Source: an optimization exercise on an open RTL-to-GDS flow (aim: small area, a short achievable clock period and few clock cycles per item). Production flows keep margins and buffers that such runs may drop.
In this exercise RTL edits were held to simulation tests only and were not proved equivalent to the original.
Power is estimated from default activity; no workload was simulated.

==> design/flow/design.v <==
module vrtb_ts_add #(parameter W = 32, parameter L = 5) (
    input  wire [W-1:0] a,
    input  wire [W-1:0] b,
    input  wire         ci,
    output wire [W-1:0] s,
    output wire         co
);
    wire [W-1:0] p0 = a ^ b;
    wire [W-1:0] g0 = a & b;
    wire [W-1:0] gl [0:L];
    wire [W-1:0] pl [0:L];
    assign gl[0] = {g0[W-1:1], g0[0] | (p0[0] & ci)};
    assign pl[0] = p0;
    genvar l, i;
    generate
        for (l = 0; l < L; l = l + 1) begin : lv
            for (i = 0; i < W; i = i + 1) begin : bt
                if ((i >> l) & 1) begin : cmb
                    localparam integer J = ((i >> l) << l) - 1;
                    assign gl[l+1][i] = gl[l][i] | (pl[l][i] & gl[l][J]);
                    assign pl[l+1][i] = pl[l][i] & pl[l][J];
                end else begin : pas
                    assign gl[l+1][i] = gl[l][i];
                    assign pl[l+1][i] = pl[l][i];
                end
            end
        end
    endgenerate
    assign s  = p0 ^ {gl[L][W-2:0], ci};
    assign co = gl[L][W-1];
endmodule
module vrtb_ts_inc #(parameter W = 64, parameter L = 6) (
    input  wire [W-1:0] a,
    output wire [W-1:0] s
);
    wire [W-1:0] pl [0:L];
    assign pl[0] = a;
    genvar l, i;
    generate
        for (l = 0; l < L; l = l + 1) begin : lv
            for (i = 0; i < W; i = i + 1) begin : bt
                if ((i >> l) & 1) begin : cmb
                    localparam integer J = ((i >> l) << l) - 1;
                    assign pl[l+1][i] = pl[l][i] & pl[l][J];
                end else begin : pas
                    assign pl[l+1][i] = pl[l][i];
                end
            end
        end
    endgenerate
    assign s = a ^ {pl[L][W-2:0], 1'b1};
endmodule
module vrtb_ts (
    input  wire        clk,
    input  wire        rst,
    input  wire        start,
    input  wire        next,
    input  wire [95:0] t0,
    input  wire [63:0] k0,
    input  wire [31:0] blk_size,
    input  wire [31:0] rate,
    output wire        ready,
    output reg         ts_valid,
    output wire [31:0] ts_sec,
    output wire [39:0] ts_frac,
    output wire        ts_err
);
    localparam [39:0] PS  = 40'd1000000000000;
    localparam [27:0] P5  = 28'd244140625;           
    localparam [3:0] S_IDLE = 4'd0,
                     S_LD   = 4'd1,    
                     S_PS   = 4'd2,    
                     S_CP1  = 4'd3,    
                     S_BZ   = 4'd4,    
                     S_CP2  = 4'd5,    
                     S_HDBL = 4'd6,    
                     S_HADD = 4'd7,    
                     S_T0   = 4'd8,    
                     S_WRAP = 4'd9;    
    reg [3:0]  state;
    reg        phase;      
    reg [5:0]  cnt;        
    reg        first;      
    reg        kz;         
    reg        bz;         
    reg [5:0]  tcnt;       
    reg        wrap;       
    reg        r1;         
    reg        bzero, kzero;
    reg [5:0]  bmsb, kmsb;
    reg [31:0] y_sec;
    reg [39:0] y_frac;
    reg [31:0] y_rem;
    reg [31:0] y_remn;
    reg [31:0] r_r;
    reg [63:0] idx;
    reg [31:0] t_sec;
    reg        t_ovf;
    reg        t_hi;       
    reg [27:0] t_rem;
    reg [11:0] t_lo;
    wire [39:0] t_frac = {t_rem, t_lo};
    reg        a_kx, a_dbl, a_add, a_t, a_cpy, a_cps, a_ys0, a_nx;
    reg        b_cpy, b_cps, b_nx;
    reg [32:0] a_ra;
    reg [31:0] a_rbs;
    reg [31:0] a_rbd;
    reg        a_ci;
    reg [40:0] b_fa;
    reg [32:0] b_sa;
    reg        b_oa;
    reg [39:0] b_fb;
    reg [31:0] b_sb;
    reg        b_ob;
    reg        b_fc;
    reg        ready_r;
    assign ready   = ready_r;
    assign ts_sec  = b_sa[31:0];
    assign ts_frac = b_fa[39:0];
    assign ts_err  = b_oa;
    function [5:0] msb32(input [31:0] v);
        integer i;
        begin
            msb32 = 6'd0;
            for (i = 0; i < 32; i = i + 1)
                if (v[i]) msb32 = i[5:0];
        end
    endfunction
    function [5:0] msb64(input [63:0] v);
        integer i;
        begin
            msb64 = 6'd0;
            for (i = 0; i < 64; i = i + 1)
                if (v[i]) msb64 = i[5:0];
        end
    endfunction
    wire [32:0] rs;
    wire        rs_c;
    vrtb_ts_add #(33, 6) u_rs (.a(a_ra), .b({1'b0, a_rbs}), .ci(1'b0), .s(rs), .co(rs_c));
    wire [33:0] rd;
    wire        rd_c;
    vrtb_ts_add #(34, 6) u_rd (.a({1'b0, a_ra}), .b({2'b11, a_rbd}), .ci(a_ci), .s(rd), .co(rd_c));
    wire        cr    = !rd[33];
    wire [31:0] rem_n = cr ? rd[31:0] : rs[31:0];
    wire [40:0] fs;
    wire        fs_c;
    vrtb_ts_add #(41, 6) u_fs (.a(b_fa), .b({1'b0, b_fb}), .ci(b_fc), .s(fs), .co(fs_c));
    wire [41:0] nps = ~{2'b00, PS};
    wire [41:0] fa2 = {1'b0, b_fa};
    wire [41:0] fb2 = {2'b00, b_fb};
    wire [41:0] fp  = fa2 ^ fb2 ^ nps;
    wire [41:0] fg  = {(fa2[40:0] & fb2[40:0]) | (fa2[40:0] & nps[40:0]) | (fb2[40:0] & nps[40:0]), b_fc};
    wire [41:0] fd;
    wire        fd_c;
    vrtb_ts_add #(42, 6) u_fd (.a(fp), .b(fg), .ci(1'b1), .s(fd), .co(fd_c));
    wire        cf     = !fd[41];
    wire [39:0] frac_n = cf ? fd[39:0] : fs[39:0];
    wire [32:0] ss0, ss1;
    wire        ss0_c, ss1_c;
    vrtb_ts_add #(33, 6) u_s0 (.a(b_sa), .b({1'b0, b_sb}), .ci(1'b0), .s(ss0), .co(ss0_c));
    vrtb_ts_add #(33, 6) u_s1 (.a(b_sa), .b({1'b0, b_sb}), .ci(1'b1), .s(ss1), .co(ss1_c));
    wire [32:0] ss     = cf ? ss1 : ss0;
    wire        ovf_n  = b_oa | b_ob | ss[32];
    wire [28:0] td_s = {t_rem, t_sec[31]};
    wire [28:0] td_d;
    wire        td_q;
    vrtb_ts_add #(29, 5) u_td (.a(td_s), .b(~{1'b0, P5}), .ci(1'b1), .s(td_d), .co(td_q));
    wire [63:0] idx_inc;
    vrtb_ts_inc #(64, 6) u_inc (.a(idx), .s(idx_inc));
    wire        idx_m1 = (idx[63:1] == {63{1'b1}}) && !idx[0];
    wire [5:0]  rmsb  = msb32(r_r);
    wire [30:0] ps_hi = PS[39:9];
    wire [30:0] rem_i = ps_hi >> (5'd31 - rmsb[4:0]);
    wire [63:0] hv   = phase ? idx : {32'd0, y_sec};
    wire [5:0]  cm1  = cnt - 6'd1;
    wire        hvm1 = hv[cm1];
    reg         hbit;
    reg        n_kx, n_dbl, n_add, n_ld, n_cin, n_cpy, n_cps, n_ys0, n_t, n_nx;
    reg [3:0]  n_state;
    reg [5:0]  n_cnt;
    reg        n_phase, n_kz, n_bz;
    wire       acc_next = (state == S_IDLE) && !start && next;
    wire [3:0] t0_wait = (tcnt[5:1] == 5'd0) ? S_IDLE : S_T0;
    task k_pass;
        begin
            n_kz    = kzero;
            n_cnt   = cnt - 6'd1;
            n_state = (kzero || cnt == 6'd0) ? t0_wait : S_HDBL;
        end
    endtask
    task h_end;
        begin
            if (!phase) begin
                n_cnt   = kmsb;
                n_phase = 1'b1;
                n_state = S_CP2;
            end else begin
                n_kz    = 1'b0;
                n_state = t0_wait;
            end
        end
    endtask
    always @(*) begin
        n_kx = 1'b1; n_dbl = 1'b0; n_add = 1'b0; n_ld = 1'b0; n_cin = 1'b0;
        n_cpy = 1'b0; n_cps = 1'b0; n_ys0 = 1'b0; n_t = 1'b0; n_nx = 1'b0;
        n_state = state; n_cnt = cnt; n_phase = phase; n_kz = kz; n_bz = bz;
        case (state)
            S_IDLE: begin
                if (start) begin
                    n_bz    = 1'b0;
                    n_state = S_LD;
                end else if (next) begin
                    if (first) begin
                        n_nx = 1'b1; n_t = 1'b1; n_kx = !kz;
                    end else if (wrap) begin
                        n_state = S_WRAP;
                    end else begin
                        n_nx  = 1'b1;
                        n_add = 1'b1;
                    end
                end
            end
            S_WRAP: begin
                n_nx = 1'b1; n_kx = 1'b0; n_t = 1'b1;
                n_state = S_IDLE;
            end
            S_LD: begin
                n_kx = 1'b0; n_ld = 1'b1;
                n_cnt = 6'd39 - rmsb;
                n_state = S_PS;
            end
            S_PS: begin
                n_dbl = 1'b1; n_cin = PS[cnt];
                n_cnt = cnt - 6'd1;
                if (cnt == 6'd0) begin
                    if (bzero) begin
                        n_state = S_BZ;
                    end else if (bmsb == 6'd0) begin
                        n_cnt   = kmsb;
                        n_phase = 1'b1;
                        n_state = S_CP2;
                    end else begin
                        n_cnt   = bmsb;
                        n_phase = 1'b0;
                        n_state = S_CP1;
                    end
                end
            end
            S_CP1: begin
                n_cpy   = 1'b1;
                n_cnt   = cnt - 6'd1;
                n_state = S_HDBL;
            end
            S_BZ: begin
                n_kx    = 1'b0;
                n_bz    = 1'b1;
                n_state = S_CP2;
            end
            S_CP2: begin
                n_cpy = 1'b1; n_cps = 1'b1;
                if (bz) begin
                    n_kz    = 1'b1;
                    n_state = t0_wait;
                end else
                    k_pass;
            end
            S_HDBL: begin
                n_dbl = 1'b1;
                if (hbit) begin
                    n_state = S_HADD;
                end else if (cnt != 6'd0) begin
                    n_cnt = cnt - 6'd1;
                end else
                    h_end;
            end
            S_HADD: begin
                n_add = 1'b1; n_ys0 = !phase;
                if (cnt != 6'd0) begin
                    n_cnt   = cnt - 6'd1;
                    n_state = S_HDBL;
                end else
                    h_end;
            end
            S_T0: begin
                if (tcnt[5:1] == 5'd0)
                    n_state = S_IDLE;
            end
            default: n_state = S_IDLE;
        endcase
        if (n_dbl) n_kx = 1'b0;
    end
    always @(posedge clk) begin
        a_ra  <= n_dbl ? {rem_n, n_cin} : n_kx ? {1'b0, rem_n} :
                 n_ld  ? {2'b00, rem_i} : 33'd0;
        a_rbs <= n_add ? y_rem  : 32'd0;
        a_rbd <= n_add ? y_remn : ~r_r;
        a_ci  <= !n_add;
        if (a_cpy) begin
            y_rem  <= a_ra[31:0];
            y_remn <= rd[31:0];
        end
        b_fa  <= a_dbl ? {frac_n, cr} : a_kx ? {1'b0, frac_n} : 41'd0;
        b_sa  <= a_dbl ? {ss[31:0], 1'b0} : a_kx ? {1'b0, ss[31:0]} : 33'd0;
        b_oa  <= (a_dbl | a_kx) & ovf_n;
        b_fb  <= a_add ? y_frac : a_t ? t_frac : 40'd0;
        b_sb  <= a_add ? (a_ys0 ? {31'd0, r1} : y_sec) : a_t ? t_sec : 32'd0;
        b_ob  <= a_t & t_ovf;
        b_fc  <= cr & !a_dbl;
        b_cpy <= a_cpy;
        b_cps <= a_cps;
        if (b_cpy) y_frac <= b_fa[39:0];
        if (b_cps) y_sec  <= b_sa[31:0];
        if (tcnt != 6'd0) begin
            t_rem <= td_q ? td_d[27:0] : td_s[27:0];
            t_sec <= {t_sec[30:0], td_q};
        end
        a_kx  <= n_kx;
        a_dbl <= n_dbl;
        a_add <= n_add;
        a_t   <= n_t;
        a_cpy <= n_cpy;
        a_cps <= n_cps;
        a_ys0 <= n_ys0;
        cnt   <= n_cnt;
        hbit  <= hvm1;
        phase <= n_phase;
        kz    <= n_kz;
        bz    <= n_bz;
        bzero <= (y_sec == 32'd0);
        bmsb  <= msb32(y_sec);
        kzero <= (idx == 64'd0);
        kmsb  <= msb64(idx);
        if ((state == S_IDLE) && start) begin
            r_r   <= rate;
            y_rem <= blk_size;      
            idx   <= k0;
            wrap  <= (k0 == {64{1'b1}});
            t_hi  <= (t0[95:72] != 24'd0);
            t_rem <= t0[71:44];
            t_sec <= t0[43:12];
            t_lo  <= t0[11:0];
        end
        if (acc_next && !first) begin
            idx  <= idx_inc;
            wrap <= idx_m1;
        end
        if (state == S_LD) begin
            t_ovf <= t_hi || (t_rem >= P5);
            r1    <= (r_r == 32'd1);
            y_sec <= y_rem;         
        end
        if (rst) begin
            state    <= S_IDLE;
            ready_r  <= 1'b1;
            first    <= 1'b0;
            tcnt     <= 6'd0;
            a_nx     <= 1'b0;
            b_nx     <= 1'b0;
            ts_valid <= 1'b0;
        end else begin
            state    <= n_state;
            ready_r  <= (n_state == S_IDLE);
            a_nx     <= n_nx;
            b_nx     <= a_nx;
            ts_valid <= b_nx;
            if ((state == S_IDLE) && start) begin
                first <= 1'b1;
                tcnt  <= 6'd32;
            end else begin
                if (acc_next)
                    first <= 1'b0;
                if (tcnt != 6'd0)
                    tcnt <= tcnt - 6'd1;
            end
        end
    end
endmodule
==> design/flow/run.sh <==
#!/bin/bash
# synth_recipe.tcl (not shown) runs the flow's synth.tcl, then flattens the netlist and writes it again
# the make line also repeats each setting of config.mk as NAME=value (left out here)
make -C /OpenROAD-flow-scripts/flow DESIGN_CONFIG=/design/flow/config.mk WORK_HOME=/design/flow/orfs CLKGATE_MAP_FILE= SYNTH_SCRIPT=/design/flow/synth_recipe.tcl finish
==> design/flow/config.mk <==
export PLATFORM = sky130hd
export DESIGN_NAME = vrtb_ts
export DESIGN_NICKNAME = vrtb_ts
export VERILOG_FILES = /design/flow/design.v
export SDC_FILE = /design/flow/constraint.sdc
export NUM_CORES = 4
export LEC_CHECK = 0
export CAP_MARGIN = 20
export CORE_MARGIN = 2
export CORE_UTILIZATION = 55
export SETUP_SLACK_MARGIN = 4.5
export SLEW_MARGIN = 20
export TNS_END_PERCENT = 0
==> design/flow/constraint.sdc <==
create_clock -name core_clock -period 8.0 [get_ports {clk}]
set_input_delay 1.6000 -clock core_clock [delete_from_list [all_inputs] [get_ports {clk}]]
set_output_delay 1.6000 -clock core_clock [all_outputs]
set_load 0.01 [all_outputs]
==> results.toml, run 1 <==
[critical_path]
crit_path_max_fanout = 6
crit_end = "b_sa[20]"
kind_of_cell_with_the_highest_combined_delay_on_the_critical_path = "compound AO/OA/AOI/OAI gates"
worstSetupPathType = "flip-flop to flip-flop"
worstSetupStartpoint = "b_fa[0]"
worst-r2r-setup-slack_ns = 4.00
critical_path_cell_count = 18
crit_buf_inv = 3
setup.worst_path.start_class = "flip-flop"
rr_startpoint = "b_fa[0]"
crit_chain = "inv_4, ha_4, ha_4, inv_2, fa_2, a211oi_2, o21ai_2, a21oi_2, buf_6, nor3_4, or3_4, nand3_4, mux2_4, a32o_2, nand2_2, a21boi_1, or3_1, a32o_1"
critPathCaptureType = "flip-flop"
worst_r2r_endpoint = "b_sa[20]"
worst_ep_arrival_time_ns = 4.49
worst-endpoint-required_ns = 8.49
worstRegToRegCells = 18
path_common_cell = "sky130_fd_sc_hd__ha_4"
max_stage_delay_ns = 0.39
critical-path-slowest-cell = "sky130_fd_sc_hd__or3_1"

[sta]
finalSetupViolations = 0
post-route-period-util_pct = 50.0
f_max_mhz = 250
setup_tns_final_ns = 0
timing.max_slew.rel_slack_pct = 26.2
grt_setup_unrepaired = "yes"
final_max_slew_viol_count = 0
tightestPinTransition_ns = 1.10
hold_violations = 0
fin_crit_ns = 4.00
skew_ns = 0.0147

[routing]
vias = 28700
drt.antenna.violating_nets = 0
routed_via_density = 5.92
drt_drc_violations_left = 0
drt-pass1-iter-count = 5
wirelength_um = 102000
post_drt_wl_per_cell_um = 21.0
drt-initial-drc-count = 2290

[clock_network]
cts_buffer_depth = 3
clock-root-buffer = "sky130_fd_sc_hd__clkbuf_16"
numClockSinks = 602
path_clk_slew_ns = 0.06
ctsHoldBuffers = 0
worstSkewPairLatency_ns = 0.61
htree_levels = 3
cts_buffers = 69
cts_tree = "built"

[global_route]
globalRouteMet1Util_pct = 39.2
grt_use_met2_pct = 49.8
antenna_found_initial = 1
grt_total_ovfl = 0
grt_start_max_net_pins = 74
grt_pass1_wl_um = 156000
grt.total_usage_pct = 30.0
first_global_vias = 28100
grt_peak_use_layer = "met2"
global_route.usage.met3_pct = 3.96

[placed_design]
port_buffers = 302
dp_hpwl_um = 74600
place.gp.congestion = 0.935

[logic_synthesis]
netlist-cell-type-count = 87
async_flop_share_pct = 0
synth.ff_latch_count = 602
synth.net_count = 4233
ys_dominant_reg_cell = "sky130_fd_sc_hd__edfxtp_1"
ys_top_cells_by_count = "645 x sky130_fd_sc_hd__nand2_1, 317 x sky130_fd_sc_hd__edfxtp_1, 285 x sky130_fd_sc_hd__dfxtp_1, 281 x sky130_fd_sc_hd__o21ai_0, 245 x sky130_fd_sc_hd__nor2_1"
synth_edf_count = 317
synthMostInstantiatedCell = "sky130_fd_sc_hd__nand2_1"
post-synth-top-area-fraction_pct = 27.3
ys.warnings.count = 7
syn-instance-count = 3751
synth_area_leader = "sky130_fd_sc_hd__edfxtp_1"
synth.avg_cell_area_um2 = 9.29
sequential_area_share_after_synthesis_pct = 43.7
mappedNetlistArea_um2 = 34800
synth.area.top_cells = "sky130_fd_sc_hd__edfxtp_1 27%, sky130_fd_sc_hd__dfxtp_1 16%, sky130_fd_sc_hd__ha_1 7.9%"

[layout]
layout-area-overhead-vs-synth_pct = 18.3
layout.nets = 4427
post_route_cells_drive_above_1_share_pct = 8.30

[floorplan]
die_y_um = 256
initial_core_util_pct = 55.4
rows = 92
core_box_area_um2 = 62900
io_pins = 303
die_area_um2 = 65400
die_width_um = 256

[min_path]
worst_hold_check_path_type = "flip-flop to flip-flop"

[power_and_ir_drop]
power.ir.vdd_worst_mv = 0.258
power_per_cell_area_nw_per_um2 = 404
p_leak_nw = 16.6
p_total_mw = 16.7

[flow_run]
max_cap_viol_count = 0

[status]
status = "timing/DRC/antenna clean"
## through the flow
| stage | area [µm²] | util, % | cells | setup slack [ns] | hold WS [ns] |
|---|---|---|---|---|---|
| floorplan | 34900 | - | 3751 | 4.16 | 0.310 |
| global placement | 38000 | 60.5 | 4689 | 3.48 | 0.311 |
| detailed placement | 38000 | 60.5 | 4689 | 3.38 | 0.317 |
| CTS | 40600 | 64.6 | 4826 | 4.04 | 0.332 |
| global route | 41200 | 65.6 | 4846 | 3.89 | 0.344 |
| finish | 41200 | 65.6 | 4848 | 4.00 | 0.332 |
## area by class of cell
| cell class | instances | area, µm² |
|---|---|---|
| antenna | 3 | 7.51 |
| clock buffer | 104 | 2050 |
| clock inverter | 21 | 105 |
| fill | 5157 | 21600 |
| inverter | 238 | 901 |
| multi-input combinational | 2678 | 18300 |
| sequential | 602 | 15300 |
| tap | 846 | 1060 |
| timing repair buffer | 356 | 3540 |
## metal layers
layer / share of wire (%) / vias to the layer above
met5: 0 / -
met4: 4.7 / 0
met3: 5.9 / 220
met2: 47 / 1034
met1: 42 / 13800
li1: - / 13600
## flip-flops by register name (all words and copies together), names as in the netlist, 4 cells and up
name and flops:
b_sa 33, t_sec 32, r_r 32, b_fa 41
y_rem 32, tcnt 6, a_rbd 32, a_ra 33
kmsb 6, y_sec 32, t_lo 12, state 4
bmsb 5, a_rbs 32, t_rem 28, b_fb 40
y_frac 40, y_remn 32, idx 64, cnt 6
b_sb 32
## placed cells by master (no fill, tap or decap), drive strengths merged, types with 31 or more instances in the layout
cell type / instances
a21o: 48
nor4: 47
a22o: 74
xor2: 81
edfxtp: 317
clkdlybuf4s50: 302
nor2b: 32
dfxtp: 285
o21bai: 31
mux4: 31
inv: 237
ha: 220
a21oi: 186
o21ai: 288
buf: 51
nand3: 61
nor2: 245
clkbuf: 106
fa: 34
and2: 45
xnor2: 117
nand4: 42
nor3: 77
nand2: 645
## how the worst min path moves through the flow
stage	from	end	depth (start not counted)
2_1_floorplan	a_cps	b_cps	0
3_3_place_gp	a_cps	b_cps	0
3_5_place_dp	a_cps	b_cps	0
4_1_cts	a_cps	b_cps	0
5_1_grt	a_cps	b_cps	0
6_report	a_cps	b_cps	0
## repair_timing
action,CTS,global route
gates cloned,1,3
pin swaps,13,33
setup endpoints to repair,340,377
gates resized for setup,63,88
buffers inserted,11,14
## power breakdown
| group | switching (mW) | leakage (nW) | internal [mW] | total, mW |
|---|---|---|---|---|
| clock | 1.28 | 1.05 | 1.77 | 3.05 |
| sequential | 1.17 | 5.39 | 4.68 | 5.85 |
| combinational | 4.48 | 10.2 | 3.27 | 7.76 |
## kinds of logic (layout without fill, tap and decap cells)
group / count (synthesis) / count (layout) / share of synthesized area [%]
AO/OA/AOI/OAI: 876 / 877 / 16.3
adder cells (fa/ha/maj): 254 / 254 / 9.85
AND/OR/NAND/NOR: 1288 / 1288 / 16.4
multiplexers: 61 / 61 / 2.89
other: 0 / 3 / 0
flip-flops: 602 / 602 / 43.7
buffers and inverters: 472 / 719 / 5.89
XOR/XNOR: 198 / 198 / 4.98
Testbench counts, summed over its fixed seeds: cycles 3,984, items 1,152.
==> inputs of run 2 (changes only) <==
--- a/design/flow/config.mk
+++ b/design/flow/config.mk
@@ -9,3 +9,3 @@
 export CORE_MARGIN = 2
-export CORE_UTILIZATION = 55
+export CORE_UTILIZATION = 40
 export SETUP_SLACK_MARGIN = 4.5
==> results.toml, run 2 <==
[logic_synthesis]
syn-instance-count = 3751
synth.ff_latch_count = 602
ys.warnings.count = 7
sequential_area_share_after_synthesis_pct = 43.7
synth.net_count = 4233
synth.avg_cell_area_um2 = 9.29
synthMostInstantiatedCell = "sky130_fd_sc_hd__nand2_1"
synth_area_leader = "sky130_fd_sc_hd__edfxtp_1"
synth_edf_count = 317
async_flop_share_pct = 0
ys_top_cells_by_count = "645 x sky130_fd_sc_hd__nand2_1, 317 x sky130_fd_sc_hd__edfxtp_1, 285 x sky130_fd_sc_hd__dfxtp_1, 281 x sky130_fd_sc_hd__o21ai_0, 245 x sky130_fd_sc_hd__nor2_1"
mappedNetlistArea_um2 = 34800
synth.area.top_cells = "sky130_fd_sc_hd__edfxtp_1 27%, sky130_fd_sc_hd__dfxtp_1 16%, sky130_fd_sc_hd__ha_1 7.9%"
ys_dominant_reg_cell = "sky130_fd_sc_hd__edfxtp_1"
post-synth-top-area-fraction_pct = 27.3
netlist-cell-type-count = 87

[sta]
setup_tns_final_ns = 0
timing.max_slew.rel_slack_pct = 30.0
setup_ws_ns = 4.02
f_max_mhz = 251
tightestPinTransition_ns = 1.04
skew_ns = 0.0275
fin_crit_ns = 3.98
grt_setup_unrepaired = "yes"
final_max_slew_viol_count = 0
finalSetupViolations = 0
hold_violations = 0
post-route-period-util_pct = 49.8

[layout]
most_frequent_standard_cell_in_the_layout_excluding_fill_and_tap_cells = "sky130_fd_sc_hd__nand2_1"
post_route_cells_drive_above_1_share_pct = 8.67
largest_register_ff_count = 64
largest-register = "idx"
layout.nets = 4437
top_regs = "idx x64, b_fa x41"
diodes = 0
highest_count_cells_in_the_layout_ignoring_fill_and_taps = "641 x sky130_fd_sc_hd__nand2_1, 317 x sky130_fd_sc_hd__edfxtp_1, 302 x sky130_fd_sc_hd__clkdlybuf4s50_1"
fin_area_um2 = 41900
layout-area-overhead-vs-synth_pct = 20.2

[floorplan]
die_width_um = 299
initial_core_util_pct = 40.3
core_box_area_um2 = 86500
die_y_um = 299
die_area_um2 = 89500
io_pins = 303
rows = 108

[routing]
drt-pass1-iter-count = 6
drt-initial-drc-count = 2110
vias = 28200
drt.antenna.violating_nets = 0
routed_via_density = 5.46
drt_drc_violations_left = 0
post_drt_wl_per_cell_um = 20.7
wirelength_um = 107000

[clock_network]
numClockSinks = 602
cts_buffers = 73
worstSkewPairLatency_ns = 0.62
cts_buffer_depth = 3
cts_tree = "built"
path_clk_slew_ns = 0.06
htree_levels = 3
clock-root-buffer = "sky130_fd_sc_hd__clkbuf_16"

[critical_path]
critPathCaptureType = "flip-flop"
worstSetupPathType = "flip-flop to flip-flop"
worstRegToRegCells = 18
worst_ep_arrival_time_ns = 4.47
worst-r2r-setup-slack_ns = 4.02
crit_chain = "inv_2, ha_4, ha_4, inv_2, fa_2, a211oi_4, o21ai_2, a21oi_4, nor3_4, or3_4, nand3_4, buf_12, mux2_4, o21ai_4, a21boi_2, o21a_1, or3_4, a32o_1"
max_stage_delay_ns = 0.41
crit_end = "b_sa[15]"
critical-path-slowest-cell = "sky130_fd_sc_hd__fa_2"
rr_startpoint = "b_fa[0]"
worstSetupStartpoint = "b_fa[0]"
worst-endpoint-required_ns = 8.49
worst_r2r_endpoint = "b_sa[15]"
setup.worst_path.start_class = "flip-flop"
crit_path_max_fanout = 4

[min_path]
timing.hold.worst_path_depth = 0
worst_hold_check_path_type = "flip-flop to flip-flop"

[power_and_ir_drop]
sw_frac_of_total_pct = 41.3
p_leak_nw = 16.8
cellInternalPower_mw = 9.94
power.ir.vdd_worst_mv = 0.198
pwr-share-comb_pct = 45.5
total_switching_power_mw = 6.98
p_total_mw = 16.9
power_per_cell_area_nw_per_um2 = 404
power.clock.fraction_pct = 20.0
sequentialPowerShare_pct = 34.4

[global_route]
first_global_vias = 27100
antenna_found_initial = 2
grt_total_ovfl = 0
grt_start_max_net_pins = 103
global_route.usage.met3_pct = 3.43
grt.total_usage_pct = 23.2
globalRouteMet1Util_pct = 31.1
grt_use_met2_pct = 39.1
grt_pass1_wl_um = 162000
grt_peak_use_layer = "met2"

[status]
status = "timing/DRC/antenna clean"

[placed_design]
port_buffers = 302
place.gp.congestion = 0.918
placed_cell_area_um2 = 38500
detailedPlace.worstSlack_ns = 3.04
dp_hpwl_um = 78700

[flow_run]
max_cap_viol_count = 0
run 2: cell count changes in the layout (fill, tap and decap cells not counted), sizes merged:
cell      before  now
a22o          74   76
inv          237  242
bufbuf         1    3
clkinvlp       3    0
buf           51   55
clkinv        19   15
o21ai        288  287
bufinv         0    4
clkbuf       106  111
diode          3    0
run 2: kinds of logic (layout without fill, tap and decap cells):
logic type / count (synthesis) / in the layout / share of synthesized area [%]
XOR/XNOR: 198 / 198 / 4.98
buffers and inverters: 472 / 732 / 5.89
AND/OR/NAND/NOR: 1288 / 1288 / 16.4
flip-flops: 602 / 602 / 43.7
AO/OA/AOI/OAI: 876 / 878 / 16.3
adder cells (fa/ha/maj): 254 / 254 / 9.85
multiplexers: 61 / 61 / 2.89
run 2: power by group through the flow:
stage          sequential (mW)  clock, mW  combinational (mW)
5_1_grt                   5.93       3.56                8.58
6_report                  5.83       3.39                7.70
2_1_floorplan             5.27          0                5.49
3_5_place_dp              5.86          0                7.22
3_3_place_gp              5.85          0                7.14
4_1_cts                   5.81       3.45                7.51
run 2: how the worst min path moves through the flow:
stage	startpoint	end
final	a_cps	b_cps
after global routing	a_cps	b_cps
after CTS	a_cps	b_cps
after detailed placement	a_cps	b_cps
after global placement	a_cps	b_cps
after floorplan	a_cps	b_cps
run 2: area by class of cell:
type,count,area (µm²)
Fill cell,8215,44600
Inverter,238,896
Timing Repair Buffer,361,3560
Clock buffer,110,2190
Clock inverter,23,267
Multi-Input combinational cell,2679,18300
Sequential cell,602,15200
Tap cell,1155,1450
run 2: stage by stage:
stage,std cells,hold slack (ns),utilization [%]
finish,5168,0.324,48.4
global route,5168,0.330,48.4
CTS,5154,0.325,47.9
detailed placement,5002,0.316,44.5
global placement,5002,0.317,44.5
floorplan,3751,0.310,-
run 2: repair_timing:
action,in CTS,in global routing
setup endpoints to repair,253,427
cloned,5,0
hold buffers,0,0
setup buffers,14,13
gates resized for setup,69,67
pin swaps,21,30
run 2: worst max-delay path: cells and delay by family, from the launching register on:
| kind | cells | cell delay [ns] |
|---|---|---|
| buffers and inverters | 3 | 0.20 |
| flip-flops | 1 | 0.36 |
| multiplexers | 1 | 0.34 |
| adder cells (fa/ha/maj) | 3 | 0.79 |
| AND/OR/NAND/NOR | 4 | 0.89 |
| AO/OA/AOI/OAI | 7 | 1.26 |
run 2: layer usage:
| metal | routed length (µm) | share of wire (%) |
|---|---|---|
| met1 | 47000 | 44 |
| met2 | 50900 | 48 |
| met3 | 5930 | 5.5 |
| met4 | 3050 | 2.9 |
| met5 | 0 | 0 |
==> inputs of run 3 (changes only) <==
--- a/design/flow/config.mk
+++ b/design/flow/config.mk
@@ -12,2 +12,2 @@
 export SLEW_MARGIN = 20
-export TNS_END_PERCENT = 0
+export TNS_END_PERCENT = 10
==> results.toml, run 3 <==
[status]
status = "timing/DRC/antenna clean"

[layout]
largest_register_ff_count = 64
layout.nets = 4478
finish.utilization_pct = 49.3
most_frequent_standard_cell_in_the_layout_excluding_fill_and_tap_cells = "sky130_fd_sc_hd__nand2_1"
final_cells = 5209
post_route_cells_drive_above_1_share_pct = 11.1
diodes = 0
top_regs = "idx x64, b_fa x41"
fin_area_um2 = 42600
fillers = 8147
largest-register = "idx"
layout-area-overhead-vs-synth_pct = 22.4
highest_count_cells_in_the_layout_ignoring_fill_and_taps = "639 x sky130_fd_sc_hd__nand2_1, 317 x sky130_fd_sc_hd__edfxtp_1, 302 x sky130_fd_sc_hd__clkdlybuf4s50_1"

[logic_synthesis]
synth_area_leader = "sky130_fd_sc_hd__edfxtp_1"
ys.warnings.count = 7
post-synth-top-area-fraction_pct = 27.3
async_flop_share_pct = 0
netlist-cell-type-count = 87
synth.avg_cell_area_um2 = 9.29
mappedNetlistArea_um2 = 34800
synth.ff_latch_count = 602
synth_edf_count = 317
ys_dominant_reg_cell = "sky130_fd_sc_hd__edfxtp_1"
synth.net_count = 4233
ys_top_cells_by_count = "645 x sky130_fd_sc_hd__nand2_1, 317 x sky130_fd_sc_hd__edfxtp_1, 285 x sky130_fd_sc_hd__dfxtp_1, 281 x sky130_fd_sc_hd__o21ai_0, 245 x sky130_fd_sc_hd__nor2_1"
syn-instance-count = 3751
synthMostInstantiatedCell = "sky130_fd_sc_hd__nand2_1"
synth.area.top_cells = "sky130_fd_sc_hd__edfxtp_1 27%, sky130_fd_sc_hd__dfxtp_1 16%, sky130_fd_sc_hd__ha_1 7.9%"
sequential_area_share_after_synthesis_pct = 43.7

[floorplan]
io_pins = 303
rows = 108
die_y_um = 299
core_box_area_um2 = 86500
initial_core_util_pct = 40.3
die_width_um = 299
die_area_um2 = 89500

[placed_design]
placed_cell_area_um2 = 38500
place.gp.congestion = 0.918
port_buffers = 302
dp_hpwl_um = 78700
place_inst = 5002
detailedPlace.worstSlack_ns = 3.04

[clock_network]
cts_buffers = 73
htree_levels = 3
numClockSinks = 602
cts_tree = "built"
clock-root-buffer = "sky130_fd_sc_hd__clkbuf_16"
cts_buffer_depth = 3
worstSkewPairLatency_ns = 0.63
path_clk_slew_ns = 0.06

[critical_path]
worstRegToRegCells = 14
critical-path-slowest-cell = "sky130_fd_sc_hd__or4_1"
rr_startpoint = "b_fa[38]"
crit_chain = "ha_1, ha_1, a21oi_1, o21ai_1, or4_1, or3_4, nand3_4, buf_12, mux2_4, o21ai_4, a21boi_2, o21a_1, or3_4, a32o_1"
critPathCaptureType = "flip-flop"
crit_buf_inv = 1
worstSetupPathType = "flip-flop to flip-flop"
max_stage_delay_ns = 0.49
worst-r2r-setup-slack_ns = 4.06
setup.worst_path.start_class = "flip-flop"
worst_r2r_endpoint = "b_sa[15]"
kind_of_cell_with_the_highest_combined_delay_on_the_critical_path = "simple AND/OR/NAND/NOR gates"
worst_ep_arrival_time_ns = 4.44
crit_path_max_fanout = 4
worst-endpoint-required_ns = 8.49

[routing]
drt-pass1-iter-count = 7
post_drt_wl_per_cell_um = 20.8
drt.antenna.violating_nets = 0
drt-initial-drc-count = 2072
routed_via_density = 5.49
wirelength_um = 108000
drt_drc_violations_left = 0
vias = 28600

[sta]
finalSetupViolations = 0
post-route-period-util_pct = 49.3
final_max_slew_viol_count = 0
timing.max_slew.rel_slack_pct = 32.2
setup_tns_final_ns = 0
grt_setup_unrepaired = "yes"
skew_ns = 0.0273
hold_violations = 0
tightestPinTransition_ns = 1.02
fin_crit_ns = 3.94
f_max_mhz = 254
setup_ws_ns = 4.06

[global_route]
first_global_vias = 27400
grt_start_max_net_pins = 103
grt_total_ovfl = 0
grt.total_usage_pct = 23.4
antenna_found_initial = 2
grt_pass1_wl_um = 163000

[flow_run]
max_cap_viol_count = 0

[min_path]
worst_hold_check_path_type = "flip-flop to flip-flop"
timing.hold.worst_path_depth = 0
holdCritStartpoint = "a_cps"
worstHoldEndpoint = "b_cps"

[power_and_ir_drop]
power_per_cell_area_nw_per_um2 = 407
p_leak_nw = 17.1
power.ir.vdd_worst_mv = 0.200
## run 3: cell types whose count changed in the layout (fill, tap and decap cells not counted), moves of 5 or more
| cell | change |
|---|---|
| sky130_fd_sc_hd__buf_4 | +24 |
| sky130_fd_sc_hd__o21ai_0 | -18 |
| sky130_fd_sc_hd__a21oi_1 | -10 |
| sky130_fd_sc_hd__a21oi_2 | +9 |
| sky130_fd_sc_hd__o21ai_1 | +9 |
| sky130_fd_sc_hd__buf_6 | +8 |
| sky130_fd_sc_hd__o21ai_2 | +8 |
| sky130_fd_sc_hd__fa_1 | -5 |
| sky130_fd_sc_hd__fa_2 | +5 |
| sky130_fd_sc_hd__nor2_4 | +5 |
## run 3: area by class of cell
class / count / area (µm²) / share of cell area [%]
multi-input combinational: 2681 / 18600 / 43.7
sequential: 602 / 15200 / 35.8
timing repair buffer: 400 / 3970 / 9.31
clock buffer: 110 / 2190 / 5.13
tap: 1155 / 1450 / 3.39
inverter: 238 / 896 / 2.10
clock inverter: 23 / 267 / 0.625
## run 3: through the flow
stage	total power [mW]	hold slack [ns]
after floorplan	10.8	0.310
after global placement	13.0	0.317
after detailed placement	13.1	0.316
after CTS	17.0	0.325
after global routing	18.5	0.330
final	17.4	0.324
## run 3: worst register-to-register path, stage by stage, from the launching register on
cell and delay, ns:
sky130_fd_sc_hd__dfxtp_1 0.44, sky130_fd_sc_hd__ha_1 0.30, sky130_fd_sc_hd__ha_1 0.37, sky130_fd_sc_hd__a21oi_1 0.15, sky130_fd_sc_hd__o21ai_1 0.09, sky130_fd_sc_hd__or4_1 0.49
sky130_fd_sc_hd__or3_4 0.39, sky130_fd_sc_hd__nand3_4 0.10, sky130_fd_sc_hd__buf_12 0.13, sky130_fd_sc_hd__mux2_4 0.35, sky130_fd_sc_hd__o21ai_4 0.15, sky130_fd_sc_hd__a21boi_2 0.08
sky130_fd_sc_hd__o21a_1 0.19, sky130_fd_sc_hd__or3_4 0.33, sky130_fd_sc_hd__a32o_1 0.26
## run 3: logic make-up (layout without fill, tap and decap cells)
group           after synthesis  after routing  share of synthesized area (%)
mux                          61             61                           2.89
buf+inv                     472            771                           5.89
xor+xnor                    198            198                           4.98
compound gates              876            880                           16.3
simple gates               1288           1288                           16.4
fa+ha+maj                   254            254                           9.85
flops                       602            602                           43.7
## run 3: worst max path at each step
stage                   from        to  slack [ns]  depth (start not counted)
floorplan            b_fa[0]  b_sa[16]        4.16                         17
global placement     b_fa[0]  b_sa[31]        3.08                         18
detailed placement   b_fa[0]  b_sa[31]        3.04                         18
CTS                  b_fa[0]  b_fa[32]        4.02                         14
global route        b_fa[36]  b_sa[15]        3.97                         17
finish              b_fa[38]  b_sa[15]        4.06                         14
## run 3: per-layer routing
metal	routed length (µm)	GRT usage (%)	part of all wire, %
met1	47300	31.4	44
met2	51800	39.5	48
met3	6220	3.33	5.7
met4	3100	6.36	2.9
met5	0	0	0
## run 3: timing repair
action | 4_1_cts | 5_1_grt
setup endpoints to repair | 253 | 422
gates resized for setup | 119 | 126
buffers inserted | 35 | 27
pin swaps | 43 | 54
gates cloned | 7 | 3
hold buffers | 0 | 0
## run 3: where the power goes
part	switching [mW]	internal [mW]
Combinational	4.65	3.49
Sequential	1.15	4.68
Clock	1.37	2.03
Total	7.17	10.2
==> inputs of run 4 (changes only) <==
--- a/design/flow/config.mk
+++ b/design/flow/config.mk
@@ -10,4 +10,5 @@
 export CORE_UTILIZATION = 40
+export PLACE_DENSITY = 0.75
 export SETUP_SLACK_MARGIN = 4.5
 export SLEW_MARGIN = 20
-export TNS_END_PERCENT = 10
+export TNS_END_PERCENT = 0
==> results.toml, run 4 <==
[logic_synthesis]
async_flop_share_pct = 0
sequential_area_share_after_synthesis_pct = 43.7
synth.area.top_cells = "sky130_fd_sc_hd__edfxtp_1 27%, sky130_fd_sc_hd__dfxtp_1 16%, sky130_fd_sc_hd__ha_1 7.9%"
synth.ff_latch_count = 602
ys_top_cells_by_count = "645 x sky130_fd_sc_hd__nand2_1, 317 x sky130_fd_sc_hd__edfxtp_1, 285 x sky130_fd_sc_hd__dfxtp_1, 281 x sky130_fd_sc_hd__o21ai_0, 245 x sky130_fd_sc_hd__nor2_1"
syn-instance-count = 3751
netlist-cell-type-count = 87
synthMostInstantiatedCell = "sky130_fd_sc_hd__nand2_1"
synth.avg_cell_area_um2 = 9.29
synth_area_leader = "sky130_fd_sc_hd__edfxtp_1"
synth_edf_count = 317
ys.warnings.count = 7
ys_dominant_reg_cell = "sky130_fd_sc_hd__edfxtp_1"
mappedNetlistArea_um2 = 34800
post-synth-top-area-fraction_pct = 27.3
synth.net_count = 4233

[routing]
drt-met1-wl_um = 43500
drt_drc_violations_left = 0
drt.antenna.violating_nets = 0
top_layer = "met5"
routed_via_density = 5.60
drt-initial-drc-count = 2537
detailroute.wirelength.met3_um = 8620
vias = 29000
wirelength_um = 107000
routed-wl-met2_um = 51100
post_drt_wl_per_cell_um = 20.7
drt-pass1-iter-count = 8

[sta]
grt_setup_unrepaired = "yes"
finalSetupViolations = 0
f_max_mhz = 257
setup_ws_ns = 4.11
timing.max_slew.rel_slack_pct = 29.2
fin_crit_ns = 3.89
hold_violations = 0
setup_tns_final_ns = 0
tightestPinTransition_ns = 1.05
skew_ns = 0.0377
post-route-period-util_pct = 48.6
final_max_slew_viol_count = 0

[clock_network]
htree_levels = 3
cts_buffers = 69
clock-root-buffer = "sky130_fd_sc_hd__clkbuf_16"
ctsHoldBuffers = 0
numClockSinks = 602
cts_tree = "built"
worstSkewPairLatency_ns = 0.64
cts_buffer_depth = 3
path_clk_slew_ns = 0.06

[critical_path]
crit_path_max_fanout = 4
worstSetupPathType = "flip-flop to flip-flop"
setup.worst_path.start_class = "flip-flop"
crit_buf_inv = 2
worst-endpoint-required_ns = 8.50
max_stage_delay_ns = 0.39
worst_ep_arrival_time_ns = 4.38
kind_of_cell_with_the_highest_combined_delay_on_the_critical_path = "compound AO/OA/AOI/OAI gates"
critical-path-slowest-cell = "sky130_fd_sc_hd__or3_4"
critPathCaptureType = "flip-flop"
crit_chain = "inv_2, ha_4, ha_4, inv_2, fa_2, a211oi_4, o21ai_2, a21oi_4, nor3_4, or3_4, nand3_4, mux2_4, o21ai_4, a21boi_2, o21a_1, or3_4, a32o_1"

[layout]
diodes = 0
top_regs = "idx x64, b_fa x41"
largest-register = "idx"
post_route_cells_drive_above_1_share_pct = 9.27
highest_count_cells_in_the_layout_ignoring_fill_and_taps = "640 x sky130_fd_sc_hd__nand2_1, 317 x sky130_fd_sc_hd__edfxtp_1, 302 x sky130_fd_sc_hd__clkdlybuf4s50_1"
layout.nets = 4438
largest_register_ff_count = 64
layout-area-overhead-vs-synth_pct = 20.4
fillers = 7979
fin_area_um2 = 42000
most_frequent_standard_cell_in_the_layout_excluding_fill_and_tap_cells = "sky130_fd_sc_hd__nand2_1"

[floorplan]
io_pins = 303
rows = 108
die_width_um = 299
die_area_um2 = 89500
die_y_um = 299
core_box_area_um2 = 86500
initial_core_util_pct = 40.3

[placed_design]
place.gp.congestion = 0.933
placed_cell_area_um2 = 38400
port_buffers = 302
dp_hpwl_um = 78100
detailedPlace.worstSlack_ns = 3.24

[global_route]
antenna_found_initial = 3
first_global_vias = 27800
grt_pass1_wl_um = 161000
grt.total_usage_pct = 23.0
grt_start_max_net_pins = 124
grt_total_ovfl = 0

[flow_run]
max_cap_viol_count = 0

[power_and_ir_drop]
power.ir.vdd_worst_mv = 0.212
power_per_cell_area_nw_per_um2 = 403
p_total_mw = 16.9
p_leak_nw = 16.7

[min_path]
worst_hold_check_path_type = "flip-flop to flip-flop"

[status]
status = "timing/DRC/antenna clean"
[run 4: path summary, 6_finish.rpt]
path / startpoint / to / slack, ns / cells past startpoint
worst max-delay path: b_fa[0] / b_sa[15] / 4.11 / 17
worst min-delay path: a_cps / b_cps / 0.33 / 0
worst max register to register: b_fa[0] / b_sa[15] / 4.11 / 17
worst min register to register: a_cps / b_cps / 0.33 / 0
[run 4: stage by stage]
| step | cells | hold WS (ns) | utilization [%] |
|---|---|---|---|
| floorplan | 3751 | 0.310 | - |
| global placement | 5000 | 0.313 | 44.4 |
| detailed placement | 5000 | 0.312 | 44.4 |
| CTS | 5145 | 0.326 | 47.8 |
| global route | 5168 | 0.336 | 48.5 |
| finish | 5168 | 0.326 | 48.5 |
[run 4: layout make-up]
| type | count | area, µm² | area share (%) |
|---|---|---|---|
| Clock buffer | 101 | 2020 | 4.82 |
| Clock inverter | 27 | 254 | 0.605 |
| Inverter | 238 | 906 | 2.16 |
| Multi-Input combinational cell | 2678 | 18400 | 43.8 |
| Sequential cell | 602 | 15300 | 36.4 |
| Tap cell | 1155 | 1450 | 3.44 |
| Timing Repair Buffer | 367 | 3660 | 8.73 |
[run 4: cell families (layout without fill, tap and decap cells)]
logic type	after synthesis	count (layout)	share of synthesized area, %
compound gates	876	877	16.3
xor+xnor	198	198	4.98
fa+ha+maj	254	254	9.85
buf+inv	472	733	5.89
flops	602	602	43.7
mux	61	61	2.89
simple gates	1288	1288	16.4
[run 4: where the power goes]
group / switching, mW / internal [mW] / leakage (nW)
Clock: 1.36 / 1.84 / 1.12
Sequential: 1.15 / 4.68 / 5.39
Combinational: 4.54 / 3.35 / 10.2
[run 4: routing by layer]
metal	vias to the layer above	global-route usage, %
li1	13600	-
met1	13900	29.6
met2	1158	38.6
met3	218	4.49
met4	4	8.07
met5	-	0
[run 4: repair_timing]
action,CTS,global route
buffers inserted,13,22
pin swaps,22,47
endpoints found under the hold margin,0,0
resized for setup,96,92
gates cloned,4,0
endpoints found under the setup margin,250,302
==> inputs of run 5 (changes only) <==
--- a/design/flow/config.mk
+++ b/design/flow/config.mk
@@ -10,3 +10,3 @@
 export CORE_UTILIZATION = 40
-export PLACE_DENSITY = 0.75
+export PLACE_DENSITY = 0.7
 export SETUP_SLACK_MARGIN = 4.5
==> results.toml, run 5 <==
[status]
status = "timing/DRC/antenna clean"

[global_route]
grt_start_max_net_pins = 82
grt_total_ovfl = 0
grt_pass1_wl_um = 163000
grt.total_usage_pct = 23.3
antenna_found_initial = 1
first_global_vias = 28300

[layout]
diodes = 0
layout.nets = 4427
layout-area-overhead-vs-synth_pct = 19.7
largest-register = "idx"
top_regs = "idx x64, b_fa x41"
highest_count_cells_in_the_layout_ignoring_fill_and_taps = "640 x sky130_fd_sc_hd__nand2_1, 317 x sky130_fd_sc_hd__edfxtp_1, 302 x sky130_fd_sc_hd__clkdlybuf4s50_1"
post_route_cells_drive_above_1_share_pct = 8.82
largest_register_ff_count = 64
most_frequent_standard_cell_in_the_layout_excluding_fill_and_tap_cells = "sky130_fd_sc_hd__nand2_1"

[sta]
fin_crit_ns = 3.88
f_max_mhz = 257
finalSetupViolations = 0
skew_ns = 0.0278
final_max_slew_viol_count = 0
hold_violations = 0
tightestPinTransition_ns = 1.03
grt_setup_unrepaired = "yes"
setup_tns_final_ns = 0
post-route-period-util_pct = 48.5
timing.max_slew.rel_slack_pct = 31.1

[clock_network]
cts_buffer_depth = 3
numClockSinks = 602
clock-root-buffer = "sky130_fd_sc_hd__clkbuf_16"
cts_buffers = 70
htree_levels = 3
cts_tree = "built"
ctsHoldBuffers = 0
path_clk_slew_ns = 0.06
worstSkewPairLatency_ns = 0.63

[routing]
drt-initial-drc-count = 2531
routed_via_density = 5.54
wirelength_um = 106000
drt_drc_violations_left = 0
vias = 28600
drt-pass1-iter-count = 5
drt.antenna.violating_nets = 0
post_drt_wl_per_cell_um = 20.6

[power_and_ir_drop]
power.ir.vdd_worst_mv = 0.206
pwr-share-comb_pct = 46.4
p_total_mw = 16.8
cellInternalPower_mw = 9.83
total_switching_power_mw = 7.01
sw_frac_of_total_pct = 41.6
sequentialPowerShare_pct = 34.5
p_leak_nw = 16.6
power.clock.fraction_pct = 19.2
power_per_cell_area_nw_per_um2 = 404

[logic_synthesis]
async_flop_share_pct = 0
ys_dominant_reg_cell = "sky130_fd_sc_hd__edfxtp_1"
synth.ff_latch_count = 602
ys.warnings.count = 7
ys_top_cells_by_count = "645 x sky130_fd_sc_hd__nand2_1, 317 x sky130_fd_sc_hd__edfxtp_1, 285 x sky130_fd_sc_hd__dfxtp_1, 281 x sky130_fd_sc_hd__o21ai_0, 245 x sky130_fd_sc_hd__nor2_1"
synth.avg_cell_area_um2 = 9.29
synth.area.top_cells = "sky130_fd_sc_hd__edfxtp_1 27%, sky130_fd_sc_hd__dfxtp_1 16%, sky130_fd_sc_hd__ha_1 7.9%"
synth_area_leader = "sky130_fd_sc_hd__edfxtp_1"
synth_edf_count = 317
synthMostInstantiatedCell = "sky130_fd_sc_hd__nand2_1"
syn-instance-count = 3751
sequential_area_share_after_synthesis_pct = 43.7
netlist-cell-type-count = 87
mappedNetlistArea_um2 = 34800
post-synth-top-area-fraction_pct = 27.3
synth.net_count = 4233

[critical_path]
setup.worst_path.start_class = "flip-flop"
critPathCaptureType = "flip-flop"
crit_path_max_fanout = 5
kind_of_cell_with_the_highest_combined_delay_on_the_critical_path = "simple AND/OR/NAND/NOR gates"
worst-endpoint-required_ns = 8.50
max_stage_delay_ns = 0.61
crit_buf_inv = 1
worst_ep_arrival_time_ns = 4.38
crit_chain = "ha_2, inv_1, fa_2, nand4_1, nor4_4, nand2_2, nor3_4, or3_4, nand3_4, mux2_4, nor2_4, o21ai_1, fa_1, and3_1, a31o_2"
critical-path-slowest-cell = "sky130_fd_sc_hd__fa_2"
worstSetupPathType = "flip-flop to flip-flop"

[floorplan]
core_box_area_um2 = 86500
initial_core_util_pct = 40.3
die_y_um = 299
die_width_um = 299
die_area_um2 = 89500
io_pins = 303
rows = 108

[placed_design]
dp_hpwl_um = 78600
place.gp.congestion = 0.926
port_buffers = 302

[flow_run]
max_cap_viol_count = 0

[min_path]
worst_hold_check_path_type = "flip-flop to flip-flop"
run 5: cell counts after synthesis:
Identical to the previous run, type by type.
run 5: kinds of logic (layout without fill, tap and decap cells):
family                   Yosys count  count (layout)  share of synthesized area [%]
AO/OA/AOI/OAI                    876             877                           16.3
XOR/XNOR                         198             198                           4.98
adder cells (fa/ha/maj)          254             254                           9.85
buffers and inverters            472             722                           5.89
flip-flops                       602             602                           43.7
multiplexers                      61              61                           2.89
AND/OR/NAND/NOR                 1288            1288                           16.4
run 5: worst register-to-register path, cell delays in order (launching register included):
cell and delay [ns]:
sky130_fd_sc_hd__dfxtp_4 0.35, sky130_fd_sc_hd__ha_2 0.19, sky130_fd_sc_hd__inv_1 0.06, sky130_fd_sc_hd__fa_2 0.61
sky130_fd_sc_hd__nand4_1 0.21, sky130_fd_sc_hd__nor4_4 0.30, sky130_fd_sc_hd__nand2_2 0.10, sky130_fd_sc_hd__nor3_4 0.25
sky130_fd_sc_hd__or3_4 0.20, sky130_fd_sc_hd__nand3_4 0.12, sky130_fd_sc_hd__mux2_4 0.38, sky130_fd_sc_hd__nor2_4 0.10
sky130_fd_sc_hd__o21ai_1 0.09, sky130_fd_sc_hd__fa_1 0.46, sky130_fd_sc_hd__and3_1 0.16, sky130_fd_sc_hd__a31o_2 0.20
run 5: power by group through the flow:
stage	Sequential (mW)	Clock, mW	Combinational [mW]
4_1_cts	5.78	3.29	7.56
6_report	5.81	3.23	7.81
2_1_floorplan	5.27	0	5.49
3_3_place_gp	5.80	0	7.08
5_1_grt	5.91	3.40	8.67
3_5_place_dp	5.82	0	7.22
run 5: cell type report:
class | instances | area (µm²)
Clock buffer | 98 | 1980
Clock inverter | 31 | 317
Fill cell | 8022 | 44800
Inverter | 238 | 896
Multi-Input combinational cell | 2678 | 18300
Sequential cell | 602 | 15300
Tap cell | 1155 | 1450
Timing Repair Buffer | 355 | 3480
run 5: final timing paths:
check,from,end,slack [ns],cells past startpoint
hold / removal,a_cps,b_cps,0.33,0
setup reg to reg,b_fa[16],b_sa[16],4.12,15
hold reg to reg,a_cps,b_cps,0.33,0
setup / recovery,b_fa[16],b_sa[16],4.12,15
run 5: repair_timing:
item,in CTS,in global routing
endpoints found under the setup margin,308,389
gates resized for setup,87,77
gates cloned,1,1
setup buffers,9,12
pin swaps,22,38
run 5: through the flow:
| step | hold slack (ns) | instances | area (µm²) | utilization (%) | worst slack (ns) |
|---|---|---|---|---|---|
| 2_1_floorplan | 0.310 | 3751 | 34900 | - | 4.16 |
| 3_3_place_gp | 0.312 | 5002 | 38400 | 44.5 | 3.53 |
| 3_5_place_dp | 0.315 | 5003 | 38500 | 44.5 | 3.43 |
| 4_1_cts | 0.330 | 5142 | 41300 | 47.7 | 4.09 |
| 5_1_grt | 0.344 | 5157 | 41700 | 48.2 | 3.97 |
| 6_report | 0.328 | 5157 | 41700 | 48.2 | 4.12 |
run 5: layer usage:
metal  vias to the layer above  part of all wire, %  track usage (%)
met1                     13600                   41             30.0
li1                      13600                    -                -
met3                       248                  7.1             4.21
met2                      1070                   47             38.3
met4                         0                  4.6             9.94
met5                         -                    0                0
==> inputs of run 6 (changes only) <==
--- a/design/flow/config.mk
+++ b/design/flow/config.mk
@@ -10,3 +10,3 @@
 export CORE_UTILIZATION = 40
-export PLACE_DENSITY = 0.7
+export PLACE_DENSITY = 0.85
 export SETUP_SLACK_MARGIN = 4.5
==> results.toml, run 6 <==
[status]
status = "timing/DRC/antenna clean"

[clock_network]
numClockSinks = 602
cts_buffer_depth = 3
htree_levels = 3
worstSkewPairLatency_ns = 0.63
clock-root-buffer = "sky130_fd_sc_hd__clkbuf_16"
cts_tree = "built"
ctsHoldBuffers = 0
path_clk_slew_ns = 0.06
cts_buffers = 66

[sta]
timing.max_slew.rel_slack_pct = 31.6
setup_ws_ns = 4.06
fin_crit_ns = 3.94
tightestPinTransition_ns = 1.02
skew_ns = 0.0301
hold_violations = 0
grt_setup_unrepaired = "yes"
f_max_mhz = 254
post-route-period-util_pct = 49.2
setup_tns_final_ns = 0
finalSetupViolations = 0
final_max_slew_viol_count = 0

[layout]
fin_area_um2 = 42100
most_frequent_standard_cell_in_the_layout_excluding_fill_and_tap_cells = "sky130_fd_sc_hd__nand2_1"
post_route_cells_drive_above_1_share_pct = 9.81
largest-register = "idx"
layout.nets = 4436
top_regs = "idx x64, b_fa x41"
largest_register_ff_count = 64
highest_count_cells_in_the_layout_ignoring_fill_and_taps = "639 x sky130_fd_sc_hd__nand2_1, 317 x sky130_fd_sc_hd__edfxtp_1, 302 x sky130_fd_sc_hd__clkdlybuf4s50_1"
layout-area-overhead-vs-synth_pct = 20.8

[floorplan]
rows = 108
die_area_um2 = 89500
core_box_area_um2 = 86500
die_width_um = 299
die_y_um = 299
initial_core_util_pct = 40.3
io_pins = 303

[logic_synthesis]
syn-instance-count = 3751
ys.warnings.count = 7
synth.net_count = 4233
post-synth-top-area-fraction_pct = 27.3
netlist-cell-type-count = 87
synth_area_leader = "sky130_fd_sc_hd__edfxtp_1"
ys_dominant_reg_cell = "sky130_fd_sc_hd__edfxtp_1"
ys_top_cells_by_count = "645 x sky130_fd_sc_hd__nand2_1, 317 x sky130_fd_sc_hd__edfxtp_1, 285 x sky130_fd_sc_hd__dfxtp_1, 281 x sky130_fd_sc_hd__o21ai_0, 245 x sky130_fd_sc_hd__nor2_1"
synth.ff_latch_count = 602
mappedNetlistArea_um2 = 34800
synth_edf_count = 317
async_flop_share_pct = 0
synth.area.top_cells = "sky130_fd_sc_hd__edfxtp_1 27%, sky130_fd_sc_hd__dfxtp_1 16%, sky130_fd_sc_hd__ha_1 7.9%"
sequential_area_share_after_synthesis_pct = 43.7
synth.avg_cell_area_um2 = 9.29
synthMostInstantiatedCell = "sky130_fd_sc_hd__nand2_1"

[power_and_ir_drop]
p_leak_nw = 16.7
power_per_cell_area_nw_per_um2 = 408
p_total_mw = 17.2
power.ir.vdd_worst_mv = 0.211

[min_path]
worst_hold_check_path_type = "flip-flop to flip-flop"

[global_route]
grt_start_max_net_pins = 124
grt_total_ovfl = 0
first_global_vias = 28200
antenna_found_initial = 6
grt_pass1_wl_um = 165000
grt.total_usage_pct = 23.6

[routing]
drt_drc_violations_left = 0
vias = 29600
wirelength_um = 111000
drt-pass1-iter-count = 6
routed_via_density = 5.74
post_drt_wl_per_cell_um = 21.5
drt-initial-drc-count = 3181
drt.antenna.violating_nets = 0

[critical_path]
worst_ep_arrival_time_ns = 4.44
worstSetupPathType = "flip-flop to flip-flop"
crit_path_max_fanout = 5
setup.worst_path.start_class = "flip-flop"
worst-endpoint-required_ns = 8.50
critPathCaptureType = "flip-flop"

[placed_design]
place.gp.congestion = 0.953
detailedPlace.worstSlack_ns = 3.24
placed_cell_area_um2 = 38400
dp_hpwl_um = 79800
port_buffers = 302

[flow_run]
max_cap_viol_count = 0
-- run 6: cell counts after synthesis --
Identical to the previous run, type by type.
-- run 6: stage by stage --
stage,hold slack [ns],std cells,utilization [%]
after floorplan,0.310,3751,-
after global placement,0.325,4995,44.4
after detailed placement,0.321,4996,44.4
after CTS,0.336,5132,47.6
after global routing,0.347,5163,48.7
final,0.337,5164,48.7
-- run 6: final cells by class --
type	count	area, µm²
diodes	1	2.50
clock buffers	94	2010
clock inverters	28	304
fillers	7619	44400
inverters	238	901
multi-input cells	2681	18500
flip-flops and latches	602	15300
well taps	1155	1450
repair buffers	365	3610
-- run 6: per-layer routing --
| layer | share of wire [%] | track usage [%] | up-vias |
|---|---|---|---|
| met5 | 0.040 | 0 | - |
| met1 | 38 | 29.6 | 14200 |
| met3 | 10 | 5.87 | 307 |
| li1 | - | - | 13600 |
| met2 | 48 | 39.5 | 1507 |
| met4 | 4.1 | 8.50 | 8 |
-- run 6: final timing paths --
| path | cells past startpoint | to | slack [ns] | from |
|---|---|---|---|---|
| worst max-delay path | 13 | b_sa[16] | 4.06 | b_fa[35] |
| worst min-delay path | 0 | b_cps | 0.34 | a_cps |
| worst max register to register | 13 | b_sa[16] | 4.06 | b_fa[35] |
| worst min register to register | 0 | b_cps | 0.34 | a_cps |
-- run 6: timing repair --
action | CTS | global route
resized for setup | 63 | 140
setup endpoints to repair | 367 | 357
pin swaps | 13 | 47
gates cloned | 5 | 0
buffers inserted | 9 | 27
hold endpoints to repair | 0 | 0
-- run 6: kinds of logic (layout without fill, tap and decap cells) --
group	count (synthesis)	count (layout)	synth area share, %
muxes	61	61	2.89
and+or+nand+nor	1288	1291	16.4
buffers and inverters	472	725	5.89
adders and majority gates	254	254	9.85
other	0	1	0
AOI/OAI and AO/OA	876	877	16.3
DFF	602	602	43.7
xor gates and xnor gates	198	198	4.98
-- run 6: power by group --
| part | leakage [nW] | internal [mW] | switching [mW] |
|---|---|---|---|
| combinational | 10.2 | 3.43 | 4.68 |
| sequential | 5.40 | 4.68 | 1.17 |
| clock | 1.13 | 1.90 | 1.33 |
| total | 16.7 | 10.0 | 7.18 |
-- run 6: worst max-delay path: stages, from the launching register on --
cell	delay [ns]
sky130_fd_sc_hd__dfxtp_2	0.36
sky130_fd_sc_hd__ha_1	0.37
sky130_fd_sc_hd__ha_1	0.36
sky130_fd_sc_hd__a21oi_1	0.21
sky130_fd_sc_hd__o21ai_2	0.12
sky130_fd_sc_hd__or4_4	0.43
sky130_fd_sc_hd__or3_4	0.36
sky130_fd_sc_hd__nand3_4	0.16
sky130_fd_sc_hd__mux2_4	0.36
sky130_fd_sc_hd__nor2_4	0.15
sky130_fd_sc_hd__o21ai_2	0.08
sky130_fd_sc_hd__fa_1	0.48
sky130_fd_sc_hd__and3_1	0.16
sky130_fd_sc_hd__a31o_2	0.21
==> inputs of run 7 (changes only) <==
--- a/design/flow/config.mk
+++ b/design/flow/config.mk
@@ -9,4 +9,4 @@
 export CORE_MARGIN = 2
-export CORE_UTILIZATION = 40
-export PLACE_DENSITY = 0.85
+export CORE_UTILIZATION = 50
+export PLACE_DENSITY = 0.75
 export SETUP_SLACK_MARGIN = 4.5
==> results.toml, run 7 <==
[logic_synthesis]
syn-instance-count = 3751
ys.warnings.count = 7
synth.net_count = 4233
ys_dominant_reg_cell = "sky130_fd_sc_hd__edfxtp_1"
synth_area_leader = "sky130_fd_sc_hd__edfxtp_1"
synth.area.top_cells = "sky130_fd_sc_hd__edfxtp_1 27%, sky130_fd_sc_hd__dfxtp_1 16%, sky130_fd_sc_hd__ha_1 7.9%"
sequential_area_share_after_synthesis_pct = 43.7
post-synth-top-area-fraction_pct = 27.3
synthMostInstantiatedCell = "sky130_fd_sc_hd__nand2_1"
ys_top_cells_by_count = "645 x sky130_fd_sc_hd__nand2_1, 317 x sky130_fd_sc_hd__edfxtp_1, 285 x sky130_fd_sc_hd__dfxtp_1, 281 x sky130_fd_sc_hd__o21ai_0, 245 x sky130_fd_sc_hd__nor2_1"
synth_edf_count = 317
synth.ff_latch_count = 602
synth.avg_cell_area_um2 = 9.29
netlist-cell-type-count = 87
mappedNetlistArea_um2 = 34800
async_flop_share_pct = 0

[power_and_ir_drop]
power_per_cell_area_nw_per_um2 = 409
pwr-share-comb_pct = 46.0
sw_frac_of_total_pct = 41.2
power.ir.vdd_worst_mv = 0.237
sequentialPowerShare_pct = 34.3
cellInternalPower_mw = 9.99
total_switching_power_mw = 6.99
p_leak_nw = 16.7
power.clock.fraction_pct = 19.7

[clock_network]
clock-root-buffer = "sky130_fd_sc_hd__clkbuf_16"
cts_tree = "built"
ctsHoldBuffers = 0
worstSkewPairLatency_ns = 0.63
htree_levels = 3
cts_buffers = 71
numClockSinks = 602
path_clk_slew_ns = 0.06
cts_buffer_depth = 3

[global_route]
grt_pass1_wl_um = 156000
antenna_found_initial = 1
grt_start_max_net_pins = 123
grt_total_ovfl = 0
grt.total_usage_pct = 27.9
first_global_vias = 27600

[layout]
highest_count_cells_in_the_layout_ignoring_fill_and_taps = "640 x sky130_fd_sc_hd__nand2_1, 317 x sky130_fd_sc_hd__edfxtp_1, 302 x sky130_fd_sc_hd__clkdlybuf4s50_1"
fillers = 5802
layout-area-overhead-vs-synth_pct = 19.2
area_of_the_multi_input_gates_um2 = 18300
seq_area_um2 = 15300
diodes = 0
layout.nets = 4426
post_route_cells_drive_above_1_share_pct = 8.89
largest-register = "idx"
fin_area_um2 = 41500
most_frequent_standard_cell_in_the_layout_excluding_fill_and_tap_cells = "sky130_fd_sc_hd__nand2_1"
top_regs = "idx x64, b_fa x41"
final_cells = 4934
largest_register_ff_count = 64

[placed_design]
place.gp.congestion = 0.973
placed_cell_area_um2 = 38200
place_inst = 4774
dp_hpwl_um = 74500
detailedPlace.worstSlack_ns = 3.32
port_buffers = 302

[critical_path]
worst_ep_arrival_time_ns = 4.35
max_stage_delay_ns = 0.43
kind_of_cell_with_the_highest_combined_delay_on_the_critical_path = "compound AO/OA/AOI/OAI gates"
critPathCaptureType = "flip-flop"
critical-path-slowest-cell = "sky130_fd_sc_hd__or3_4"
crit_path_max_fanout = 6
worst-endpoint-required_ns = 8.50
crit_buf_inv = 0
crit_chain = "ha_2, ha_4, a21o_1, a211o_1, a21oi_1, o221ai_2, or3_4, nand3_4, mux2_4, o21ai_4, a21boi_2, o21a_1, or3_4, a32o_1"
path_common_cell = "sky130_fd_sc_hd__or3_4"
worstSetupPathType = "flip-flop to flip-flop"
setup.worst_path.start_class = "flip-flop"

[sta]
fin_crit_ns = 3.85
hold_violations = 0
post-route-period-util_pct = 48.1
finalSetupViolations = 0
timing.max_slew.rel_slack_pct = 28.4
skew_ns = 0.0224
f_max_mhz = 260
setup_ws_ns = 4.15
grt_setup_unrepaired = "yes"
tightestPinTransition_ns = 1.07
setup_tns_final_ns = 0
final_max_slew_viol_count = 0

[routing]
routed_via_density = 5.82
drt-pass1-iter-count = 7
vias = 28700
post_drt_wl_per_cell_um = 20.7
wirelength_um = 102000
drt_drc_violations_left = 0
drt-initial-drc-count = 2808
drt.antenna.violating_nets = 0

[floorplan]
initial_core_util_pct = 50.6
core_box_area_um2 = 68800
io_pins = 303
die_y_um = 268
rows = 96
die_width_um = 268
die_area_um2 = 71800

[min_path]
worst_hold_check_path_type = "flip-flop to flip-flop"

[flow_run]
max_cap_viol_count = 0

[status]
status = "timing/DRC/antenna clean"
==> run 7: cell types whose count changed in the layout (fill, tap and decap cells not counted), moves of 4 or more <==
cell | before | now
sky130_fd_sc_hd__clkbuf_1 | 11 | 18
sky130_fd_sc_hd__clkinv_4 | 5 | 0
sky130_fd_sc_hd__dfxtp_1 | 251 | 261
sky130_fd_sc_hd__buf_6 | 4 | 0
sky130_fd_sc_hd__ha_4 | 26 | 11
sky130_fd_sc_hd__ha_1 | 191 | 203
sky130_fd_sc_hd__dfxtp_2 | 30 | 23
sky130_fd_sc_hd__buf_4 | 51 | 41
==> run 7: final cells by class <==
class / count / area share [%]
Timing Repair Buffer: 352 / 8.44
Tap cell: 931 / 2.81
Sequential cell: 602 / 36.7
Multi-Input combinational cell: 2679 / 44.1
Clock buffer: 98 / 4.77
Inverter: 238 / 2.16
Clock inverter: 34 / 1.01
==> run 7: metrics by stage <==
stage | total power [mW] | hold WS [ns] | utilization (%)
floorplan | 10.8 | 0.310 | -
global placement | 12.8 | 0.315 | 55.4
detailed placement | 12.9 | 0.321 | 55.4
CTS | 16.7 | 0.335 | 59.7
global route | 18.0 | 0.352 | 60.3
finish | 17.0 | 0.336 | 60.3
==> run 7: layer usage <==
metal	vias to the layer above	wire, µm	GRT usage, %
met5	-	9	0
met4	2	3760	10.2
met3	227	8000	4.96
met2	1151	48800	46.6
met1	13700	41800	36.4
li1	13600	-	-
==> run 7: logic make-up (layout without fill, tap and decap cells) <==
| family | Yosys count | after routing | share of synthesized area [%] |
|---|---|---|---|
| mux | 61 | 61 | 2.89 |
| fa+ha+maj | 254 | 254 | 9.85 |
| buf+inv | 472 | 722 | 5.89 |
| xor+xnor | 198 | 198 | 4.98 |
| flops | 602 | 602 | 43.7 |
| compound gates | 876 | 877 | 16.3 |
| simple gates | 1288 | 1289 | 16.4 |
==> run 7: worst reg2reg max path, stage by stage, from the launching register on <==
cell and delay [ns]:
sky130_fd_sc_hd__dfxtp_2 0.33, sky130_fd_sc_hd__ha_2 0.40, sky130_fd_sc_hd__ha_4 0.24, sky130_fd_sc_hd__a21o_1 0.19, sky130_fd_sc_hd__a211o_1 0.28, sky130_fd_sc_hd__a21oi_1 0.16
sky130_fd_sc_hd__o221ai_2 0.19, sky130_fd_sc_hd__or3_4 0.44, sky130_fd_sc_hd__nand3_4 0.13, sky130_fd_sc_hd__mux2_4 0.36, sky130_fd_sc_hd__o21ai_4 0.15, sky130_fd_sc_hd__a21boi_2 0.08
sky130_fd_sc_hd__o21a_1 0.19, sky130_fd_sc_hd__or3_4 0.37, sky130_fd_sc_hd__a32o_1 0.25
==> run 7: repair_timing <==
action | 4_1_cts | 5_1_grt
pin swaps | 24 | 34
setup endpoints to repair | 235 | 312
cloned | 3 | 1
gates resized for setup | 78 | 80
setup buffers | 11 | 10
endpoints found under the hold margin | 0 | 0
==> run 7: worst paths after layout <==
kind                  from       end  slack [ns]  cells after the start
setup / recovery  b_fa[21]  b_sa[15]        4.15                     14
hold reg to reg      a_cps     b_cps        0.34                      0
setup reg to reg  b_fa[21]  b_sa[15]        4.15                     14
hold / removal       a_cps     b_cps        0.34                      0
==> run 7: power groups by stage <==
stage | registers [mW] | logic (mW) | clock network [mW]
after global routing | 5.91 | 8.62 | 3.51
after CTS | 5.78 | 7.51 | 3.38
final | 5.83 | 7.82 | 3.34
after floorplan | 5.27 | 5.49 | 0
after detailed placement | 5.83 | 7.12 | 0
after global placement | 5.81 | 6.96 | 0
